What follows belongs to an exercise in optimizing a design on an open flow for small area, a short achievable clock period and few clock cycles; a production flow would make more cautious choices. Power figures rest on the tool's default switching activity, not on a simulated workload.

==> flow/design.v <==
`timescale 1ns/1ps
module symcodec_rx (
    input  wire        clk,
    input  wire        rst,
    input  wire        in_valid,
    output wire        in_ready,
    input  wire [63:0] in_data,     
    input  wire [3:0]  in_groups,   
    input  wire        in_last,     
    output reg         out_valid,
    output reg  [7:0]  out_byte,
    output reg  [2:0]  out_kind,    
    output reg         done,
    output wire [1:0]  res,         
    output wire [3:0]  cause,       
    output wire        chkmis,
    output wire [15:0] clean_bits,
    output wire [15:0] n_bytes,
    output wire [31:0] pre,
    output wire [15:0] len,
    output wire [7:0]  stored_chk,
    output wire [7:0]  calc_chk,
    output wire [15:0] bad_index,
    output wire [5:0]  bad_win
);
    localparam [2:0] K_PRE = 3'd0, K_LEN = 3'd1, K_PAY = 3'd2, K_CHK = 3'd3, K_TRAIL = 3'd4;
    function [3:0] nib6;
        input [5:0] c;
        begin
            nib6[3] = c[5];
            nib6[2] = (c[5] & c[3] & ~c[0]) | (c[4] & ~c[2] & ~c[1]) | (c[4] & ~c[0]);
            nib6[1] = (~c[5] & ~c[3] & c[0]) | (c[5] & ~c[3] & ~c[0]) |
                      (c[5] & ~c[2] & ~c[1]) | (c[4] & c[3] & ~c[0]);
            nib6[0] = c[5] ^ c[4] ^ c[1];
        end
    endfunction
    function mapped6;
        input [5:0] cw;
        begin
            case (cw)
                6'd13, 6'd14, 6'd19, 6'd21, 6'd22, 6'd25, 6'd26, 6'd28,
                6'd35, 6'd37, 6'd38, 6'd41, 6'd42, 6'd44, 6'd49, 6'd50:
                    mapped6 = 1'b1;
                default:
                    mapped6 = 1'b0;
            endcase
        end
    endfunction
    function [6:0] therm3;
        input [2:0] v;
        begin
            therm3[0] = v[2] | v[1] | v[0];
            therm3[1] = v[2] | v[1];
            therm3[2] = v[2] | (v[1] & v[0]);
            therm3[3] = v[2];
            therm3[4] = v[2] & (v[1] | v[0]);
            therm3[5] = v[2] & v[1];
            therm3[6] = v[2] & v[1] & v[0];
        end
    endfunction
    function [2:0] ones4;
        input [3:0] c;
        begin
            ones4[2] = &c;
            ones4[1] = ((c[0] & c[1]) | (c[0] & c[2]) | (c[0] & c[3]) |
                        (c[1] & c[2]) | (c[1] & c[3]) | (c[2] & c[3])) & ~(&c);
            ones4[0] = ^c;
        end
    endfunction
    function [4:0] cut_tab;
        input [2:0] l;
        input [3:0] n;
        integer il, in_, t;
        begin
            cut_tab = 5'd0;
            for (il = 0; il < 6; il = il + 1)
                for (in_ = 0; in_ < 9; in_ = in_ + 1)
                    if (l == il && n == in_) begin
                        t = il + in_;
                        cut_tab[4]   = (t >= 12);
                        cut_tab[3]   = (t >= 6);
                        cut_tab[2:0] = (t >= 12) ? t - 12 : (t >= 6) ? t - 6 : t;
                    end
        end
    endfunction
    function [5:0] rev6;
        input [5:0] v;
        rev6 = {v[0], v[1], v[2], v[3], v[4], v[5]};
    endfunction
    function [7:0] join4;
        input [3:0] a;
        input [2:0] na;
        input [3:0] b;
        integer i;
        begin
            for (i = 0; i < 8; i = i + 1)
                join4[i] = (i < na) ? a[i] : (i - na < 4) ? b[i - na] : 1'b0;
        end
    endfunction
    assign in_ready = 1'b1;
    integer k, j;
    reg [3:0] s1_qb [0:1];   
    reg [2:0] s1_qn [0:1];   
    reg       s1_last;
    reg [7:0] cl_in;
    reg [1:0] pb [0:3];      
    reg [3:0] qb [0:1];      
    reg [2:0] qn [0:1];
    always @(*) begin
        for (k = 0; k < 8; k = k + 1)
            cl_in[k] = in_valid && (in_groups > k) &&
                       ((in_data[8*k +: 8] == 8'h00) || (in_data[8*k +: 8] == 8'hFF));
        for (k = 0; k < 4; k = k + 1) begin
            pb[k][0] = cl_in[2*k] ? in_data[16*k] : in_data[16*k+8];
            pb[k][1] = in_data[16*k+8];
        end
        for (k = 0; k < 2; k = k + 1) begin
            qb[k][0] = (cl_in[4*k] | cl_in[4*k+1]) ? pb[2*k][0] : pb[2*k+1][0];
            qb[k][1] = (cl_in[4*k] & cl_in[4*k+1]) ? pb[2*k][1] :
                       (cl_in[4*k] | cl_in[4*k+1]) ? pb[2*k+1][0] : pb[2*k+1][1];
            qb[k][2] = (cl_in[4*k] & cl_in[4*k+1]) ? pb[2*k+1][0] : pb[2*k+1][1];
            qb[k][3] = pb[2*k+1][1];
            qn[k]    = ones4(cl_in[4*k +: 4]);
        end
    end
    always @(posedge clk) begin
        s1_qb[0] <= qb[0];
        s1_qb[1] <= qb[1];
        if (rst) begin
            s1_qn[0] <= 3'd0;
            s1_qn[1] <= 3'd0;
            s1_last  <= 1'b0;
        end else begin
            s1_qn[0] <= qn[0];
            s1_qn[1] <= qn[1];
            s1_last  <= in_valid && in_last;
        end
    end
    reg [7:0] s2_c;          
    reg [3:0] s2_n;          
    reg [2:0] s2_r;          
    reg       s2_v0;         
    reg       s2_v1;         
    reg       s2_last;
    reg [2:0] left_n;        
    wire [3:0] n_cmp  = {1'b0, s1_qn[0]} + {1'b0, s1_qn[1]};
    wire [4:0] cnt    = cut_tab(left_n, n_cmp);
    wire       tot12  = cnt[4];
    wire       tot6   = cnt[3];
    wire [2:0] left_nx = cnt[2:0];
    wire [6:0] q0_more = therm3(s1_qn[0]);
    wire [7:0] c_join  = ({4'd0, s1_qb[0] & q0_more[3:0]}) | ({4'd0, s1_qb[1]} << s1_qn[0]);
    always @(posedge clk) begin
        s2_c <= c_join;
        s2_r <= left_n;
        if (rst) begin
            s2_n    <= 4'd0;
            s2_v0   <= 1'b0;
            s2_v1   <= 1'b0;
            s2_last <= 1'b0;
            left_n  <= 3'd0;
        end else begin
            s2_n    <= n_cmp;
            s2_v0   <= tot6;
            s2_v1   <= tot12;
            s2_last <= s1_last;
            left_n  <= s1_last ? 3'd0 : left_nx;
        end
    end
    reg [4:0] acc;           
    reg [11:0] s3_w;         
    reg        s3_g0;        
    reg        s3_b0;        
    reg        s3_g1;        
    reg        s3_b1;        
    reg [3:0]  s3_n;         
    reg        s3_last;
    wire [6:0]  r_more = therm3(s2_r);
    wire [12:0] seq    = ({8'd0, acc & r_more[4:0]}) | ({5'd0, s2_c} << s2_r);
    wire       m0  = mapped6(seq[5:0]);
    wire       m1  = mapped6(seq[11:6]);
    always @(posedge clk) begin
        acc  <= s2_v1 ? {4'd0, seq[12]} : s2_v0 ? seq[10:6] : seq[4:0];
        s3_w <= seq[11:0];
        if (rst) begin
            s3_g0   <= 1'b0;
            s3_b0   <= 1'b0;
            s3_g1   <= 1'b0;
            s3_b1   <= 1'b0;
            s3_n    <= 4'd0;
            s3_last <= 1'b0;
        end else begin
            s3_g0   <= s2_v0 &&  m0;
            s3_b0   <= s2_v0 && !m0;
            s3_g1   <= s2_v1 && m0 &&  m1;
            s3_b1   <= s2_v1 && m0 && !m1;
            s3_n    <= s2_n;
            s3_last <= s2_last;
        end
    end
    reg        aborted;
    reg        have_low;
    reg [3:0]  low_nib;
    reg [12:0] byte_cnt;
    reg [15:0] clean_cnt;
    reg [31:0] pre_r;
    reg [15:0] len_r;
    reg [7:0]  xor_r;
    reg [7:0]  stored_r;
    reg        got_chk;
    reg        mis_r;        
    reg [5:0]  bad_r;        
    reg        chk_r;
    reg         fresh;
    wire        ab_b    = aborted  && !fresh;
    wire        hl_b    = have_low && !fresh;
    wire [12:0] bc_b    = fresh ? 13'd0 : byte_cnt;
    wire [12:0] byte_inc  = byte_cnt + 13'd1;
    wire [4:0]  clean_lo  = {1'b0, clean_cnt[3:0]} + {1'b0, s3_n};
    wire [11:0] clean_hi1 = clean_cnt[15:4] + 12'd1;
    wire [15:0] clean_sum = {clean_lo[4] ? clean_hi1 : clean_cnt[15:4], clean_lo[3:0]};
    wire [7:0]  x_b     = fresh ? 8'd0  : xor_r;
    wire        gc_b    = got_chk  && !fresh;
    wire [5:0] w0 = s3_w[5:0];
    wire [5:0] w1 = s3_w[11:6];
    wire [3:0] d0 = nib6(w0);
    wire [3:0] d1 = nib6(w1);
    wire g0   = s3_g0 && !ab_b;
    wire g1   = s3_g1 && !ab_b;
    wire bad0 = s3_b0 && !ab_b;
    wire bad1 = s3_b1 && !ab_b;
    wire bad  = bad0 || bad1;
    wire       byte_go  = hl_b ? g0 : g1;
    wire [7:0] new_byte = hl_b ? {d0[3:0], low_nib} : {d1[3:0], d0[3:0]};
    wire        ge6     = (byte_cnt[12:3] != 10'd0) || (byte_cnt[2:1] == 2'd3);
    wire        at_pre  = fresh || (byte_cnt[12:2] == 11'd0);
    wire        at_len  = !fresh && (byte_cnt[12:1] == 12'd2);
    wire        at_chk  = !fresh && !got_chk && ge6 && chk_r;
    reg  [2:0]  kind;
    always @(*) begin
        if (at_pre)      kind = K_PRE;
        else if (at_len) kind = K_LEN;
        else if (gc_b)   kind = K_TRAIL;
        else if (at_chk) kind = K_CHK;
        else             kind = K_PAY;
    end
    wire ab_nx = ab_b || bad;
    wire gc_nx = gc_b || (byte_go && at_chk);
    wire clr   = s3_last && (ab_nx || !gc_nx);
    wire [7:0] wr_byte = clr ? 8'd0 : new_byte;
    always @(posedge clk) begin
        if (clr || (byte_go && bc_b == 16'd0)) pre_r[7:0]   <= wr_byte;
        if (clr || (byte_go && bc_b == 16'd1)) pre_r[15:8]  <= wr_byte;
        if (clr || (byte_go && bc_b == 16'd2)) pre_r[23:16] <= wr_byte;
        if (clr || (byte_go && bc_b == 16'd3)) pre_r[31:24] <= wr_byte;
        if (clr || (byte_go && bc_b == 16'd4)) len_r[7:0]   <= wr_byte;
        if (clr || (byte_go && bc_b == 16'd5)) len_r[15:8]  <= wr_byte;
        if (clr || (byte_go && at_chk))        stored_r     <= wr_byte;
        if (bad)
            bad_r <= bad0 ? rev6(w0) : rev6(w1);
        out_byte <= new_byte;
        if (g0 && !(hl_b ^ g1))
            low_nib <= g1 ? d1[3:0] : d0[3:0];
        out_kind <= kind;
        if (byte_go)
            chk_r <= (bc_b == 13'd5) ? (new_byte == 8'd0 && len_r[7:0] == 8'd0) :
                                       ({3'd0, byte_cnt} == len_r + 16'd5);
        aborted   <= ab_nx;
        have_low  <= hl_b ^ g0 ^ g1;
        byte_cnt  <= fresh ? {12'd0, byte_go} : byte_go ? byte_inc : byte_cnt;
        clean_cnt <= fresh ? {12'd0, s3_n} : clean_sum;
        if (clr)
            xor_r <= 8'd0;
        else if (byte_go && kind <= K_PAY)
            xor_r <= x_b ^ new_byte;
        else
            xor_r <= x_b;
        got_chk   <= gc_nx;
        if (clr)
            mis_r <= 1'b0;
        else if (byte_go && at_chk)
            mis_r <= (new_byte != x_b);
        fresh <= rst || s3_last;
        if (rst) begin
            out_valid <= 1'b0;
            done      <= 1'b0;
        end else begin
            out_valid <= byte_go;
            done      <= s3_last;
        end
    end
    assign res        = {aborted || !got_chk, 1'b1};
    assign cause      = aborted ? 4'd4 : !got_chk ? 4'd5 : mis_r ? 4'd3 : 4'd0;
    assign chkmis     = mis_r;
    assign clean_bits = clean_cnt;
    assign n_bytes    = {3'd0, byte_cnt};
    assign pre        = pre_r;
    assign len        = len_r;
    assign stored_chk = stored_r;
    assign calc_chk   = xor_r;
    assign bad_index  = {2'd0, byte_cnt, have_low};
    assign bad_win    = bad_r;
endmodule
export LEC_CHECK = 0
export ABC_AREA = 1
export CAP_MARGIN = 20
export CORE_MARGIN = 2
export CORE_UTILIZATION = 50
export SETUP_SLACK_MARGIN = 2.7
export SLEW_MARGIN = 20
create_clock -name core_clock -period 5.0 [get_ports {clk}]
standard.sh (not shown) runs the stock make flow with config.mk's settings and CLKGATE_MAP_FILE= SYNTH_SCRIPT=/design/flow/synth_recipe.tcl, a recipe that flattens the netlist after the stock synthesis.
==> flow/flow/run.sh <==
#!/bin/bash
# Standard ORFS layout (standard.sh: the standard flow's synthesis, floorplan, place, CTS,
# route, finish) with one change: the buffers that buffer_ports puts on every
# input and output port are sky130_fd_sc_hd__buf_1 cells instead of the
# default pick. The full make output goes to standard.log in this folder;
# each ORFS step's own log stays under orfs/logs/.
set -euo pipefail
export BUFFER_PORTS_ARGS="-buffer_cell sky130_fd_sc_hd__buf_1"
bash standard.sh > standard.log 2>&1
Then changed:
--- a/flow/design.v
+++ b/flow/design.v
@@ -210,9 +210,10 @@
     reg        got_chk;
     reg        mis_r;        
     reg [5:0]  bad_r;        
     reg        chk_r;
-    reg         fresh;
+    reg         rst_d;
+    wire        fresh   = done || rst_d;
     wire        ab_b    = aborted  && !fresh;
     wire        hl_b    = have_low && !fresh;
     wire [12:0] bc_b    = fresh ? 13'd0 : byte_cnt;
     wire [12:0] byte_inc  = byte_cnt + 13'd1;
@@ -231,12 +232,14 @@
     wire bad1 = s3_b1 && !ab_b;
     wire bad  = bad0 || bad1;
     wire       byte_go  = hl_b ? g0 : g1;
     wire [7:0] new_byte = hl_b ? {d0[3:0], low_nib} : {d1[3:0], d0[3:0]};
-    wire        ge6     = (byte_cnt[12:3] != 10'd0) || (byte_cnt[2:1] == 2'd3);
+    wire        is6     = (byte_cnt == 13'd6);
+    wire        ge7     = (byte_cnt[12:3] != 10'd0) || (byte_cnt[2:0] == 3'd7);
     wire        at_pre  = fresh || (byte_cnt[12:2] == 11'd0);
     wire        at_len  = !fresh && (byte_cnt[12:1] == 12'd2);
-    wire        at_chk  = !fresh && !got_chk && ge6 && chk_r;
+    wire        at_chk  = !fresh && !got_chk &&
+                          (is6 ? (len_r == 16'd0) : (ge7 && chk_r));
     reg  [2:0]  kind;
     always @(*) begin
         if (at_pre)      kind = K_PRE;
         else if (at_len) kind = K_LEN;
@@ -262,10 +265,9 @@
         if (g0 && !(hl_b ^ g1))
             low_nib <= g1 ? d1[3:0] : d0[3:0];
         out_kind <= kind;
         if (byte_go)
-            chk_r <= (bc_b == 13'd5) ? (new_byte == 8'd0 && len_r[7:0] == 8'd0) :
-                                       ({3'd0, byte_cnt} == len_r + 16'd5);
+            chk_r <= ({3'd0, byte_cnt} == len_r + 16'd5);
         aborted   <= ab_nx;
         have_low  <= hl_b ^ g0 ^ g1;
         byte_cnt  <= fresh ? {12'd0, byte_go} : byte_go ? byte_inc : byte_cnt;
         clean_cnt <= fresh ? {12'd0, s3_n} : clean_sum;
@@ -279,9 +281,9 @@
         if (clr)
             mis_r <= 1'b0;
         else if (byte_go && at_chk)
             mis_r <= (new_byte != x_b);
-        fresh <= rst || s3_last;
+        rst_d <= rst;
         if (rst) begin
             out_valid <= 1'b0;
             done      <= 1'b0;
         end else begin
Worst setup slack loses 77 ps.
Global-route usage went up by 0.93 points.
Hold slack gains 7.1 ps.
Area after synthesis went up by 2.7%.
Cell area went up by 2.5%.
Count of clock-buffer cells in the layout does not change.
Non-clock buffer count went down by 8.
Clock skew barely changes.
Flip-flop and latch count stays the same.
Sequential power barely changes.
No functional check of the RTL was part of any run of this note.

re-timing with driven ports:
No port has a modelled driver above. Below, the same layouts with a new extraction and two added sets of constraints.
Step 1 assumes that a clkbuf_16 drives the clock port and a buf_2 every other input.
Step 2 times the ports against the registers' clock, not the clock port: input delays grow and output delays shrink by t, the midpoint of the rising clock arrivals with the driver on.
a / b / c = ideal / step 1 / step 2; a / b = the first two.
| run | t, ns | setup slack, ns | clock arrival spread, ns | worst slew at a driven data input, ns |
|---|---|---|---|---|
| the first run | 0.479 | 2.386 / 2.386 / 2.386 | 0.016 / 0.016 | 0.03 |
| the second run | 0.464 | 2.308 / 2.308 / 2.308 | 0.013 / 0.014 | 0.04 |
After both steps every run listed still meets setup and hold.
